What follows belongs to an exercise in optimizing a design on an open flow for small area; a production flow would make more cautious choices. The RTL was checked by simulation tests, not by an equivalence proof against the original design. No activity file was given, so power comes from the tool's default toggle rates.

File: config.mk
export PLATFORM = sky130hd
export DESIGN_NAME = updc
export DESIGN_NICKNAME = updc
export VERILOG_FILES = /design/flow/design.v
export SDC_FILE = /design/flow/constraint.sdc
export NUM_CORES = 4
export LEC_CHECK = 0
export CAP_MARGIN = 20
export CORE_MARGIN = 2
export CORE_UTILIZATION = 40
export PLACE_DENSITY = 0.6
export SLEW_MARGIN = 20
File: constraint.sdc
create_clock -name core_clock -period 100.0 [get_ports {clk}]
set_input_delay 20.0000 -clock core_clock [delete_from_list [all_inputs] [get_ports {clk}]]
set_output_delay 20.0000 -clock core_clock [all_outputs]
set_load 0.01 [all_outputs]
File: design.v
module updc_voice (
    input      [6:0]  nidx,       
    input      [1:0]  mode,
    output     [11:0] sample
);
    reg [10:0] mag;
    reg        neg;
    always @(*) begin
        neg = 1'b0;
        case (nidx)
      7'd1: mag = 11'd0;
      7'd2: mag = 11'd129;
      7'd3: mag = 11'd257;
      7'd4: mag = 11'd384;
      7'd5: mag = 11'd509;
      7'd6: mag = 11'd633;
      7'd7: mag = 11'd754;
      7'd8: mag = 11'd872;
      7'd9: mag = 11'd986;
      7'd10: mag = 11'd1097;
      7'd11: mag = 11'd1203;
      7'd12: mag = 11'd1305;
      7'd13: mag = 11'd1401;
      7'd14: mag = 11'd1492;
      7'd15: mag = 11'd1577;
      7'd16: mag = 11'd1656;
      7'd17: mag = 11'd1728;
      7'd18: mag = 11'd1794;
      7'd19: mag = 11'd1852;
      7'd20: mag = 11'd1903;
      7'd21: mag = 11'd1947;
      7'd22: mag = 11'd1983;
      7'd23: mag = 11'd2011;
      7'd24: mag = 11'd2031;
      7'd25: mag = 11'd2043;
      7'd26: mag = 11'd2047;
      7'd27: mag = 11'd2043;
      7'd28: mag = 11'd2031;
      7'd29: mag = 11'd2011;
      7'd30: mag = 11'd1983;
      7'd31: mag = 11'd1947;
      7'd32: mag = 11'd1903;
      7'd33: mag = 11'd1852;
      7'd34: mag = 11'd1794;
      7'd35: mag = 11'd1728;
      7'd36: mag = 11'd1656;
      7'd37: mag = 11'd1577;
      7'd38: mag = 11'd1492;
      7'd39: mag = 11'd1401;
      7'd40: mag = 11'd1305;
      7'd41: mag = 11'd1203;
      7'd42: mag = 11'd1097;
      7'd43: mag = 11'd986;
      7'd44: mag = 11'd872;
      7'd45: mag = 11'd754;
      7'd46: mag = 11'd633;
      7'd47: mag = 11'd509;
      7'd48: mag = 11'd384;
      7'd49: mag = 11'd257;
      7'd50: mag = 11'd129;
      7'd51: mag = 11'd0;
      7'd52: begin mag = 11'd129;  neg = 1'b1; end
      7'd53: begin mag = 11'd257;  neg = 1'b1; end
      7'd54: begin mag = 11'd384;  neg = 1'b1; end
      7'd55: begin mag = 11'd509;  neg = 1'b1; end
      7'd56: begin mag = 11'd633;  neg = 1'b1; end
      7'd57: begin mag = 11'd754;  neg = 1'b1; end
      7'd58: begin mag = 11'd872;  neg = 1'b1; end
      7'd59: begin mag = 11'd986;  neg = 1'b1; end
      7'd60: begin mag = 11'd1097; neg = 1'b1; end
      7'd61: begin mag = 11'd1203; neg = 1'b1; end
      7'd62: begin mag = 11'd1305; neg = 1'b1; end
      7'd63: begin mag = 11'd1401; neg = 1'b1; end
      7'd64: begin mag = 11'd1492; neg = 1'b1; end
      7'd65: begin mag = 11'd1577; neg = 1'b1; end
      7'd66: begin mag = 11'd1656; neg = 1'b1; end
      7'd67: begin mag = 11'd1728; neg = 1'b1; end
      7'd68: begin mag = 11'd1794; neg = 1'b1; end
      7'd69: begin mag = 11'd1852; neg = 1'b1; end
      7'd70: begin mag = 11'd1903; neg = 1'b1; end
      7'd71: begin mag = 11'd1947; neg = 1'b1; end
      7'd72: begin mag = 11'd1983; neg = 1'b1; end
      7'd73: begin mag = 11'd2011; neg = 1'b1; end
      7'd74: begin mag = 11'd2031; neg = 1'b1; end
      7'd75: begin mag = 11'd2043; neg = 1'b1; end
      7'd76: begin mag = 11'd2047; neg = 1'b1; end
      7'd77: begin mag = 11'd2043; neg = 1'b1; end
      7'd78: begin mag = 11'd2031; neg = 1'b1; end
      7'd79: begin mag = 11'd2011; neg = 1'b1; end
      7'd80: begin mag = 11'd1983; neg = 1'b1; end
      7'd81: begin mag = 11'd1947; neg = 1'b1; end
      7'd82: begin mag = 11'd1903; neg = 1'b1; end
      7'd83: begin mag = 11'd1852; neg = 1'b1; end
      7'd84: begin mag = 11'd1794; neg = 1'b1; end
      7'd85: begin mag = 11'd1728; neg = 1'b1; end
      7'd86: begin mag = 11'd1656; neg = 1'b1; end
      7'd87: begin mag = 11'd1577; neg = 1'b1; end
      7'd88: begin mag = 11'd1492; neg = 1'b1; end
      7'd89: begin mag = 11'd1401; neg = 1'b1; end
      7'd90: begin mag = 11'd1305; neg = 1'b1; end
      7'd91: begin mag = 11'd1203; neg = 1'b1; end
      7'd92: begin mag = 11'd1097; neg = 1'b1; end
      7'd93: begin mag = 11'd986;  neg = 1'b1; end
      7'd94: begin mag = 11'd872;  neg = 1'b1; end
      7'd95: begin mag = 11'd754;  neg = 1'b1; end
      7'd96: begin mag = 11'd633;  neg = 1'b1; end
      7'd97: begin mag = 11'd509;  neg = 1'b1; end
      7'd98: begin mag = 11'd384;  neg = 1'b1; end
      7'd99: begin mag = 11'd257;  neg = 1'b1; end
      default: begin mag = 11'd129; neg = 1'b1; end    
        endcase
    end
    wire [10:0] m   = mode[1] ? {1'b0, mag[10:1]} : mag;
    wire [11:0] off = neg ? (12'd0 - {1'b0, m}) : {1'b0, m};
    assign sample = (mode == 2'd0) ? 12'd2048 : {~off[11], off[10:0]};
endmodule
module updc (
    input             clk,
    input             rst,
    input             echo,
    input             btn1,
    input             btn2,
    input             adc_done,
    input      [11:0] adc_data,
    input             bus_en,
    input             bus_we,
    input      [7:0]  bus_addr,
    input      [31:0] bus_wdata,
    output            trig,
    output     [11:0] dac_out,
    output reg        dac_we,
    output            led1,
    output            led2,
    output            irq,
    output reg [31:0] bus_rdata
);
    localparam [14:0] IDLE_TICKS = 15'd30000;
    localparam [2:0] R_IDLE = 3'd0, R_TRIG_LOW = 3'd1, R_TRIG_HIGH = 3'd2,
                     R_WAIT_STALE = 3'd3, R_WAIT_RISE = 3'd4, R_COUNT = 3'd5,
                     R_CONVERT = 3'd6;
    localparam [3:0] SILENCE = 4'd8;
    reg        rng_done, rng_tmo, syn_done, seq_start, seq_done, vol_upd;
    reg        err_cmd, err_busy, err_lock;
    reg [8:0]  irq_en;
    reg [31:0] tmo;
    reg [31:0] dist_q;
    reg [31:0] pwcnt;
    reg [2:0]  rng_st;
    reg [31:0] rcnt;         
    reg [31:0] dacc;         
    reg [3:0]  drem;         
    reg        tmo_en;
    reg [31:0] tmo_left;
    reg        adc_pend;
    reg [11:0] adc_q;
    reg [11:0] adc_raw;
    reg        vol_ok;
    reg        firing;
    reg [14:0] idle_cnt;
    reg [3:0]  mel_idx;
    reg [3:0]  snap_note;
    reg [1:0]  snap_oct;
    reg [3:0]  cur_note;
    reg [1:0]  cur_oct;
    reg        btn1_q, btn2_q;
    reg        fa, fdiv;
    reg [16:0] fx;           
    reg [7:0]  frem;         
    reg [6:0]  fidx;
    reg [9:0]  fw;
    reg        ma, mdiv;
    reg [1:0]  mrep;
    reg [6:0]  midx;
    reg [9:0]  mw;
    reg        lw;           
    reg [1:0]  dmode;        
    wire [5:0] slot      = bus_addr[7:2];
    wire       wr        = bus_en && bus_we;
    wire       wr_cmd    = wr && (slot == 6'h00);
    wire       wr_status = wr && (slot == 6'h01);
    wire       wr_irq_en = wr && (slot == 6'h02);
    wire       wr_tmo    = wr && (slot == 6'h03);
    wire [3:0]  op      = bus_wdata[3:0];
    wire [3:0]  c_note  = bus_wdata[7:4];
    wire [1:0]  c_oct   = bus_wdata[9:8];
    wire [15:0] c_dur   = bus_wdata[31:16];
    wire hi_zero = (bus_wdata[31:4] == 28'd0);
    wire illegal = (op == 4'h2) ? ((bus_wdata[15:10] != 6'd0) || (c_note > 4'd8) || (c_oct == 2'd3))
                 : !(((op == 4'h0) || (op == 4'h1) || (op == 4'h3)) && hi_zero);
    wire cmd_ok      = wr_cmd && !illegal;
    wire cmd_measure = cmd_ok && (op == 4'h1);
    wire cmd_play    = cmd_ok && (op == 4'h2);
    wire cmd_rearm   = cmd_ok && (op == 4'h3);
    wire rng_idle    = (rng_st == R_IDLE);
    wire measure_go  = cmd_measure && rng_idle;
    wire play_go     = cmd_play && !firing && !fa;
    wire rearm_go    = cmd_rearm && !firing;
    wire set_err_cmd  = wr_cmd && illegal;
    wire set_err_lock = (cmd_play || cmd_rearm) && firing;
    wire set_err_busy = (cmd_measure && !rng_idle) || (cmd_play && !firing && fa);
    wire [1:0] vlevel = !vol_ok ? 2'd0 : (adc_raw < 12'd500) ? 2'd1 :
                        (adc_raw <= 12'd3500) ? 2'd2 : 2'd0;
    wire [16:0] play_x = c_oct[1] ? {c_dur, 1'b0} : {1'b0, c_dur};
    wire        x_le3  = (play_x[16:2] == 15'd0);
    wire        x_le2  = x_le3 && !(play_x[1] && play_x[0]);
    wire        x_le1  = (play_x[16:1] == 16'd0);
    wire        reps0  = (c_note[2:0] <= 3'd2) ? x_le3 :
                         (c_note[2:0] == 3'd7) ? x_le1 : x_le2;
    wire play_silent = (c_note == SILENCE) || (c_oct == 2'd0) ||
                       (vlevel == 2'd0) || reps0;
    wire fv_load     = play_go && !play_silent;
    wire expire     = !firing && !rearm_go && (idle_cnt[14:1] == 14'd0);
    wire mel_next   = firing && !ma && !mel_idx[3];
    wire mel_exit   = firing && !ma && mel_idx[3];
    wire mv_load    = mel_next && (vlevel != 2'd0);
    reg [9:0] per_m1;
    always @(*) begin
        case ({cur_oct[1], cur_note[2:0]})
            4'd0: per_m1 = 10'd611;
            4'd1: per_m1 = 10'd544;
            4'd2: per_m1 = 10'd484;
            4'd3: per_m1 = 10'd457;
            4'd4: per_m1 = 10'd407;
            4'd5: per_m1 = 10'd363;
            4'd6: per_m1 = 10'd323;
            4'd7: per_m1 = 10'd305;
            4'd8: per_m1 = 10'd305;
            4'd9: per_m1 = 10'd271;
            4'd10: per_m1 = 10'd241;
            4'd11: per_m1 = 10'd228;
            4'd12: per_m1 = 10'd203;
            4'd13: per_m1 = 10'd181;
            4'd14: per_m1 = 10'd161;
            default: per_m1 = 10'd152;
        endcase
    end
    reg [1:0] c1;
    reg [7:0] c0;
    always @(*) begin
        case (cur_note[2:0])
            3'd0: begin c1 = 2'd3; c0 = 8'd132; end
            3'd1: begin c1 = 2'd3; c0 = 8'd65;  end
            3'd2: begin c1 = 2'd3; c0 = 8'd5;   end
            3'd3: begin c1 = 2'd2; c0 = 8'd138; end
            3'd4: begin c1 = 2'd2; c0 = 8'd88;  end
            3'd5: begin c1 = 2'd2; c0 = 8'd44;  end
            3'd6: begin c1 = 2'd2; c0 = 8'd4;   end
            default: begin c1 = 2'd1; c0 = 8'd146; end
        endcase
    end
    wire       f_step  = fa && !firing;
    wire       f_slot  = f_step && (fw == 10'd0);
    wire [8:0] rem_d   = {1'b0, frem} - {1'b0, c0};
    wire       rem_b   = rem_d[8];
    wire [17:0] fx_d   = {1'b0, fx} - {16'd0, c1} - {17'd0, rem_b};
    wire       f_nz    = !fx_d[17];           
    wire       fv_we   = f_slot && f_nz;
    wire       fv_done = f_slot && !f_nz;
    wire       f_wrap  = (fidx == 7'd99);
    wire       m_slot  = ma && (mw == 10'd0);
    wire       mv_we   = m_slot && (mrep != 2'd0);
    wire       m_wrap  = (midx == 7'd99);
    wire in_echo_phase = (rng_st == R_WAIT_STALE) || (rng_st == R_WAIT_RISE) ||
                         (rng_st == R_COUNT);
    wire tmo_active    = in_echo_phase && tmo_en && !((rng_st == R_COUNT) && !echo);
    wire tmo_fire      = tmo_active && (tmo_left == 32'd1);
    wire convert       = (rng_st == R_CONVERT);
    wire [31:0] rcnt_inc = rcnt + 32'd1;
    wire        q_step   = (rcnt[1:0] == 2'd3);       
    wire        r9       = (drem == 4'd9);
    wire [6:0]  d_inc    = q_step ? (r9 ? 7'd79 : 7'd78) : 7'd77;
    wire [32:0] dacc_sum = {1'b0, dacc} + {26'd0, d_inc};
    always @(posedge clk) begin
        if (rst) begin
            rng_done  <= 1'b0; rng_tmo  <= 1'b0; syn_done <= 1'b0;
            seq_start <= 1'b0; seq_done <= 1'b0; vol_upd  <= 1'b0;
            err_cmd   <= 1'b0; err_busy <= 1'b0; err_lock <= 1'b0;
            irq_en    <= 9'd0;
            tmo       <= 32'd0;
            dist_q    <= 32'd0;
            pwcnt     <= 32'd0;
            rng_st    <= R_IDLE;
            tmo_en    <= 1'b0;
            adc_pend  <= 1'b0;
            adc_raw   <= 12'd0;
            vol_ok    <= 1'b0;
            firing    <= 1'b0;
            idle_cnt  <= IDLE_TICKS;
            mel_idx   <= 4'd0;
            snap_note <= SILENCE;
            snap_oct  <= 2'd0;
            cur_note  <= SILENCE;
            cur_oct   <= 2'd0;
            btn1_q    <= 1'b0;
            btn2_q    <= 1'b0;
            fa        <= 1'b0;
            fidx      <= 7'd0;
            ma        <= 1'b0;
            midx      <= 7'd0;
            dmode     <= 2'd0;
            dac_we    <= 1'b0;
        end else begin
            rng_done  <= (convert || tmo_fire) || (rng_done  && !(wr_status && bus_wdata[4]));
            rng_tmo   <= tmo_fire              || (rng_tmo   && !(wr_status && bus_wdata[5]));
            syn_done  <= (play_go && play_silent) || fv_done ||
                                                  (syn_done  && !(wr_status && bus_wdata[6]));
            seq_start <= expire                || (seq_start && !(wr_status && bus_wdata[7]));
            seq_done  <= mel_exit              || (seq_done  && !(wr_status && bus_wdata[8]));
            vol_upd   <= adc_pend              || (vol_upd   && !(wr_status && bus_wdata[9]));
            err_cmd   <= set_err_cmd           || (err_cmd   && !(wr_status && bus_wdata[10]));
            err_busy  <= set_err_busy          || (err_busy  && !(wr_status && bus_wdata[11]));
            err_lock  <= set_err_lock          || (err_lock  && !(wr_status && bus_wdata[12]));
            if (wr_irq_en) irq_en <= bus_wdata[12:4];
            if (wr_tmo)    tmo    <= bus_wdata;
            case (rng_st)
                R_IDLE: begin
                    if (measure_go) begin
                        rng_st <= R_TRIG_LOW;
                        rcnt   <= 32'd0;
                    end
                end
                R_TRIG_LOW: begin
                    rcnt <= rcnt_inc;
                    if (rcnt[4:0] == 5'd31) rng_st <= R_TRIG_HIGH;
                end
                R_TRIG_HIGH: begin
                    rcnt <= rcnt_inc;
                    if (rcnt[7:0] == 8'd191) begin
                        rng_st   <= R_WAIT_STALE;
                        rcnt     <= 32'd0;
                        tmo_en   <= (tmo != 32'd0);
                        tmo_left <= tmo;
                    end
                end
                R_WAIT_STALE, R_WAIT_RISE, R_COUNT: begin
                    if (tmo_fire) begin
                        rng_st <= R_IDLE;
                        tmo_en <= 1'b0;
                        dist_q <= 32'hFFFFFFFF;
                        pwcnt  <= rcnt;
                    end else begin
                        if (tmo_active)
                            tmo_left <= tmo_left - 32'd1;
                        if (rng_st == R_WAIT_STALE) begin
                            if (!echo) rng_st <= R_WAIT_RISE;
                        end else if (rng_st == R_WAIT_RISE) begin
                            if (echo) begin
                                rng_st <= R_COUNT;
                                rcnt   <= 32'd1;
                                dacc   <= 32'd77;
                                drem   <= 4'd0;
                            end
                        end else begin
                            if (echo) begin
                                if (rcnt != 32'hFFFFFFFF) begin
                                    rcnt <= rcnt_inc;
                                    dacc <= dacc_sum[32] ? 32'hFFFFFFFF : dacc_sum[31:0];
                                    if (q_step) drem <= r9 ? 4'd0 : drem + 4'd1;
                                end
                            end else begin
                                rng_st <= R_CONVERT;
                            end
                        end
                    end
                end
                R_CONVERT: begin
                    dist_q <= dacc;
                    pwcnt  <= rcnt;
                    rng_st <= R_IDLE;
                    tmo_en <= 1'b0;
                end
                default: rng_st <= R_IDLE;
            endcase
            if (adc_done) adc_q <= adc_data;
            adc_pend <= adc_done;
            if (adc_pend) begin
                adc_raw <= adc_q;
                vol_ok  <= 1'b1;
            end
            btn1_q  <= btn1;
            btn2_q  <= btn2;
            if (play_go) begin
                cur_note <= c_note;
                cur_oct  <= c_oct;
            end
            if (rearm_go) begin
                idle_cnt <= IDLE_TICKS;
            end else if (!firing) begin
                if (idle_cnt[14:1] == 14'd0) begin
                    firing   <= 1'b1;
                    idle_cnt <= 15'd0;
                    mel_idx  <= 4'd0;
                    if (play_go) begin
                        snap_note <= c_note;
                        snap_oct  <= c_oct;
                    end else begin
                        snap_note <= cur_note;
                        snap_oct  <= cur_oct;
                    end
                    cur_oct <= 2'd1;
                end else begin
                    idle_cnt <= idle_cnt - 15'd1;
                end
            end else if (mel_next) begin
                cur_note <= mel_idx;
                mel_idx  <= mel_idx + 4'd1;
            end else if (mel_exit) begin
                cur_note <= snap_note;
                cur_oct  <= snap_oct;
                firing   <= 1'b0;
                idle_cnt <= IDLE_TICKS;
                mel_idx  <= 4'd0;
            end
            if (fv_load) begin
                fa   <= 1'b1;
                fdiv <= (vlevel == 2'd2);
                fx   <= play_x;
                frem <= 8'd0;
                fw   <= 10'd0;
            end else if (f_step) begin
                if (fw == 10'd0) begin
                    if (!f_nz) begin
                        fa <= 1'b0;
                    end else begin
                        if (f_wrap) begin
                            fidx <= 7'd0;
                            fx   <= fx_d[16:0];
                            frem <= rem_b ? rem_d[7:0] + 8'd160 : rem_d[7:0];
                        end else begin
                            fidx <= fidx + 7'd1;
                        end
                        fw <= per_m1;
                    end
                end else begin
                    fw <= fw - 10'd1;
                end
            end
            if (mv_load) begin
                ma   <= 1'b1;
                mdiv <= (vlevel == 2'd2);
                mrep <= (mel_idx[2:0] == 3'd7) ? 2'd2 : 2'd1;
                mw   <= 10'd0;
            end else if (ma) begin
                if (mw == 10'd0) begin
                    if (mrep == 2'd0) begin
                        ma <= 1'b0;
                    end else begin
                        if (m_wrap) begin
                            midx <= 7'd0;
                            mrep <= mrep - 2'd1;
                        end else begin
                            midx <= midx + 7'd1;
                        end
                        mw <= per_m1;
                    end
                end else begin
                    mw <= mw - 10'd1;
                end
            end
            if (fv_we) begin
                lw    <= 1'b0;
                dmode <= {fdiv, !fdiv};
            end else if (mv_we) begin
                lw    <= 1'b1;
                dmode <= {mdiv, !mdiv};
            end
            dac_we <= fv_we || mv_we;
        end
    end
    updc_voice u_dac (
        .nidx(lw ? midx : fidx), .mode(dmode), .sample(dac_out)
    );
    wire [8:0] sticky = {err_lock, err_busy, err_cmd, vol_upd, seq_done,
                         seq_start, syn_done, rng_tmo, rng_done};
    wire [1:0] oct_sel = (btn1_q && !btn2_q) ? 2'd1 : (!btn1_q && btn2_q) ? 2'd2 : 2'd0;
    assign trig = (rng_st == R_TRIG_HIGH);
    assign led1 = btn1_q && !btn2_q;
    assign led2 = !btn1_q && btn2_q;
    assign irq  = |(sticky & irq_en);
    wire [15:0] dcm = dist_q[31:16];
    reg  [3:0]  mnote;
    always @(*) begin
        if (dcm < 16'd10 || dcm >= 16'd50) mnote = SILENCE;
        else if (dcm < 16'd15) mnote = 4'd7;
        else if (dcm < 16'd20) mnote = 4'd6;
        else if (dcm < 16'd25) mnote = 4'd5;
        else if (dcm < 16'd30) mnote = 4'd4;
        else if (dcm < 16'd35) mnote = 4'd3;
        else if (dcm < 16'd40) mnote = 4'd2;
        else if (dcm < 16'd45) mnote = 4'd1;
        else mnote = 4'd0;
    end
    always @(*) begin
        bus_rdata = 32'd0;
        if (bus_en && !bus_we && !rst) begin
            case (slot)
                6'h01: bus_rdata = {19'd0, sticky, 1'b0, firing, fa, !rng_idle};
                6'h02: bus_rdata = {19'd0, irq_en, 4'd0};
                6'h03: bus_rdata = tmo;
                6'h04: bus_rdata = dist_q;
                6'h05: bus_rdata = pwcnt;
                6'h06: bus_rdata = {28'd0, mnote};
                6'h07: bus_rdata = {13'd0, adc_pend, vlevel, 4'd0, adc_raw};
                6'h08: bus_rdata = {26'd0, cur_oct, cur_note};
                6'h09: bus_rdata = {28'd0, btn2_q, btn1_q, oct_sel};
                6'h0A: bus_rdata = {17'd0, idle_cnt};
                6'h0B: bus_rdata = {20'd0, ma, firing, snap_oct, snap_note, mel_idx};
                6'h0C: bus_rdata = {15'd0, dac_we, 4'd0, dac_out};
                default: bus_rdata = 32'd0;
            endcase
        end
    end
endmodule
File: run.sh
#!/bin/bash
# synth_recipe.tcl (not shown) runs the flow's synth.tcl, then flattens the netlist and writes it again
# the make line also repeats each setting of config.mk as NAME=value (left out here)
make -C /OpenROAD-flow-scripts/flow DESIGN_CONFIG=/design/flow/config.mk WORK_HOME=/design/flow/orfs CLKGATE_MAP_FILE= SYNTH_SCRIPT=/design/flow/synth_recipe.tcl finish
==> impl_metrics.csv <==
group,metric,value,unit
route,wirelength,72100,um
clock_network,postCtsHoldBufs,0,
clock_network,numCtsBuffers,42,
clock_network,cts_setup_buffers,0,
power_and_ir_drop,p_switching,82.5,uW
yosys,synth_area_leaders,"edfxtp_1 (23%), dfxtp_1 (18%), nand2_1 (6.1%)",
cells_and_area,finish.instance_area,0.0244,mm^2
cells_and_area,final_cell_mix,"nand2_1 (351), nor2_1 (264), a21oi_1 (198)",
critical_path,end_kind,"output pin",
sta,maxSlewViolCount,0,
job,drv_cap,0,
placed_design,port-buffer-count,106,
clock_network,clk_pin_slew,60,ps
yosys,yosys.area.top_type,"edfxtp_1",
cells_and_area,num-nets-final,2686,
grt,grt_pass1_wl,111000,um
sta,hold_viol,0,
critical_path,path_buf_inv,2,
run_status,outcome,"complete, no violations",
sta,slew_headroom,19.5,%
cells_and_area,antenna_cells,0,
power_and_ir_drop,p_leak,0.00816,uW
floorplan,die_x,236,um
floorplan,dieHeight,236,um
grt,grt_overflow_total,0,
sta,fin_skew,18.5,ps
clock_network,clk_latency,580,ps
clock_network,h-tree-depth,2,
power_and_ir_drop,vdd_ir_drop_max,0.0122,mV
sta,rsz0062_at_grt,"no",
grt,antenna_found_initial,0,
cells_and_area,area_growth,13.7,%
yosys,synth_seq_area_share,40.9,%
critical_path,cpPeakStageDelay,810,ps
cells_and_area,final_common_cell,"nand2_1",
sta,layout_min_cycle_time,43700,ps
sta,post-route-period-util,43.7,%
route,via_per_inst,6.01,
critical_path,crit_path_max_fanout,12,
route,ant_nets,0,
power_and_ir_drop,power,332,uW
critical_path,cp-start-kind,"input pin",
grt,grtUsageTotal,25.2,%
floorplan,die_area,0.0555,mm^2
clock_network,cts_root_buf,"clkbuf_16",
power_and_ir_drop,power_frac_clock,45.4,%
cells_and_area,drive_gt1_share,5.95,%
critical_path,path_cells,"clkdlybuf4s50_1, or4_1, nor2_1, a22o_1, a221oi_1, o311ai_0, a31oi_1, a21oi_1, clkdlybuf4s50_1",
route,first_iter_violations,2235,
yosys,syn_avg_cell_area,8.40,um^2
clock_network,cts_buffer_depth,3,
critical_path,worst_path_max_delay_cell,"nor2_1",
critical_path,critical_path_class,"in -> out",
grt,grt_max_degree,79,
yosys,yosys_warnings,2,
power_and_ir_drop,p_comb_share,6.2,%
grt,grt_pass1_vias,18400,
yosys,syn_area,0.0214,mm^2
sta,worst_pin_slew,1210,ps
sta,fmax,0.0229,GHz
route,wl_per_cell,21.9,um
placed_design,place_area,0.0230,mm^2
critical_path,critical_path_arrival,23700,ps
yosys,synth_top_flop_cell,"dfxtp_1",
sta,setup_viol,0,
route,num_vias,19800,
power_and_ir_drop,switching_share,24.9,%
critical_path,cp_data_required_time,80000,ps
yosys,synth_edf_count,162,
yosys,synth_top_area_share,22.7,%
critical_path,crit_family,"simple AND/OR/NAND/NOR gates",
critical_path,crit_top_cell,"clkdlybuf4s50_1",
critical_path,r2r-start,"cur_note[0]$_SDFF_PP0_",
sta,tns,0,ps
placed_design,place.gp.congestion,0.940,
critical_path,cp-startpoint,"bus_addr[5]",
clock_network,ctsResizeCount,0,
yosys,syn_nets,2666,
yosys,synth-seq-cells,357,
power_and_ir_drop,p_int,249,uW
floorplan,coreArea,0.0528,mm^2
yosys,async_reset_ff_share,0,%
route,route.detailed.drc,0,
floorplan,rows,84,
cells_and_area,fill_cells,5191,
clock_network,cts_tree,"yes",
min_path,hold_path_class,"reg -> reg",
floorplan,initial_utilization,40.6,%
placed_design,hpwl,51500,um
yosys,ys_types,83,
clock_network,cts_sinks,357,
min_path,hold_start,"pwcnt[9]$_SDFFE_PP0P_",
power_and_ir_drop,seqPwrFrac,48.5,%
floorplan,io_pins,109,
route,firstDrtPassIters,6,
yosys,synthCells,2552,
power_and_ir_drop,power-per-cell-area,13.6,mW/mm^2
cells in the mapped netlist (all sizes together) (9+ instances only):
library cell and n:
or3 34, inv 58, ha 50, o311ai 11, mux2 10, nor2b 41, a22oi 35, nor2 271
xnor2 70, nor4 35, clkbuf 123, o21ai 110, xor2 63, o211ai 20, or4 9, a22o 11
o31ai 10, o22ai 18, nand4 31, nand2 351, nand3 62, nand2b 32, mux2i 63, and2 12
edfxtp 162, nor3 131, a211o 11, a211oi 40, dfxtp 195, a21o 10, a21oi 200, a222oi 20
o21a 14, nor3b 16, and3 25, buf 43, a31oi 35, or2 15, a221oi 16
path summary, 6_finish.rpt:
| check | endpoint | slack, ps | cells past startpoint |
|---|---|---|---|
| max | bus_rdata[9] | 56300 | 9 |
| min | pwcnt[9]$_SDFFE_PP0P_ | 450 | 2 |
| max reg2reg | fx[6]$_DFFE_PP_ | 93800 | 23 |
| min reg2reg | pwcnt[9]$_SDFFE_PP0P_ | 450 | 2 |
per-stage QoR:
stage / hold WS [ps] / std cells / util [%] / setup WS, ps
4_1_cts: 452 / 3293 / 46.2 / 56450
3_3_place_gp: 443 / 3215 / 43.7 / 56110
3_5_place_dp: 446 / 3215 / 43.7 / 56450
6_report: 451 / 3294 / 46.2 / 56300
5_1_grt: 476 / 3294 / 46.2 / 56160
2_1_floorplan: 432 / 2552 / - / 57830
logic make-up after synthesis:
kind of cell,count (synthesis),share of synthesized area [%]
AND/OR/NAND/NOR,1086,23.7
AO/OA/AOI/OAI,624,19.0
flip-flops,357,40.9
buffers and inverters,224,4.15
XOR/XNOR,134,5.54
multiplexers,73,3.48
adder cells (fa/ha/maj),54,3.29
sequential cells by signal, indices dropped and copies added, names as in the netlist, 4 cells and up:
signal,count
dacc,32
dist_q,32
pwcnt,32
rcnt,32
tmo,32
tmo_left,32
fx,17
idle_cnt,15
adc_q,12
adc_raw,12
fw,10
mw,10
per_m1,10
irq_en,9
frem,8
fidx,7
midx,7
cur_note,4
drem,4
mel_idx,4
snap_note,4
worst min-delay path, delay by kind of cell, from the launching register on:
| family | cells | cell delay (ps) |
|---|---|---|
| compound gates | 1 | 50 |
| flops | 1 | 310 |
| simple gates | 1 | 50 |
power groups by stage:
stage / registers, uW / logic [uW] / clock network, uW
final: 161 / 20.5 / 151
after CTS: 161 / 20.3 / 153
after global placement: 164 / 19.8 / 0
after floorplan: 162 / 12.4 / 0
after global routing: 161 / 22.5 / 159
after detailed placement: 164 / 20.1 / 0
layout make-up:
cell class	count	area, um^2	share of cell area (%)
Clock buffer	57	1160	4.76
Clock inverter	21	165	0.677
Inverter	58	218	0.893
Multi-Input combinational cell	1971	11900	48.7
Sequential cell	357	8770	36.0
Tap cell	688	861	3.53
Timing Repair Buffer	142	1340	5.49
layer usage:
metal / global-route usage, % / up-vias / share of wire, %
li1: - / 9325 / -
met1: 35.6 / 9600 / 45
met2: 39.5 / 733 / 45
met3: 3.38 / 134 / 6.2
met4: 9.01 / 0 / 3.5
met5: 0 / - / 0

[separate check: timing with driven ports]
No port has a modelled driver above. Below, the same layout with a new extraction and two added sets of constraints.
Step 1 assumes that a clkbuf_16 drives the clock port and a buf_2 every other input.
Step 2 times the ports against the registers' clock, not the clock port: input delays grow and output delays shrink by t, the midpoint of the rising clock arrivals with the driver on.
a / b / c = ideal ports / drivers / drivers and shift; a / b = the first two.
shift t [ns]: 0.625
setup slack, ns: 56.301 / 56.274 / 56.274
worst hold slack (ns): 0.451 / 0.451 / 0.451
clock arrival spread, ns: 0.021 / 0.020
slew at the worst register clock pin (ns): 0.07 / 0.07
After both steps setup and hold are still met in this run. For this run, drivers alone change the setup slack by -0.027 ns; drivers and shift together by -0.027 ns.
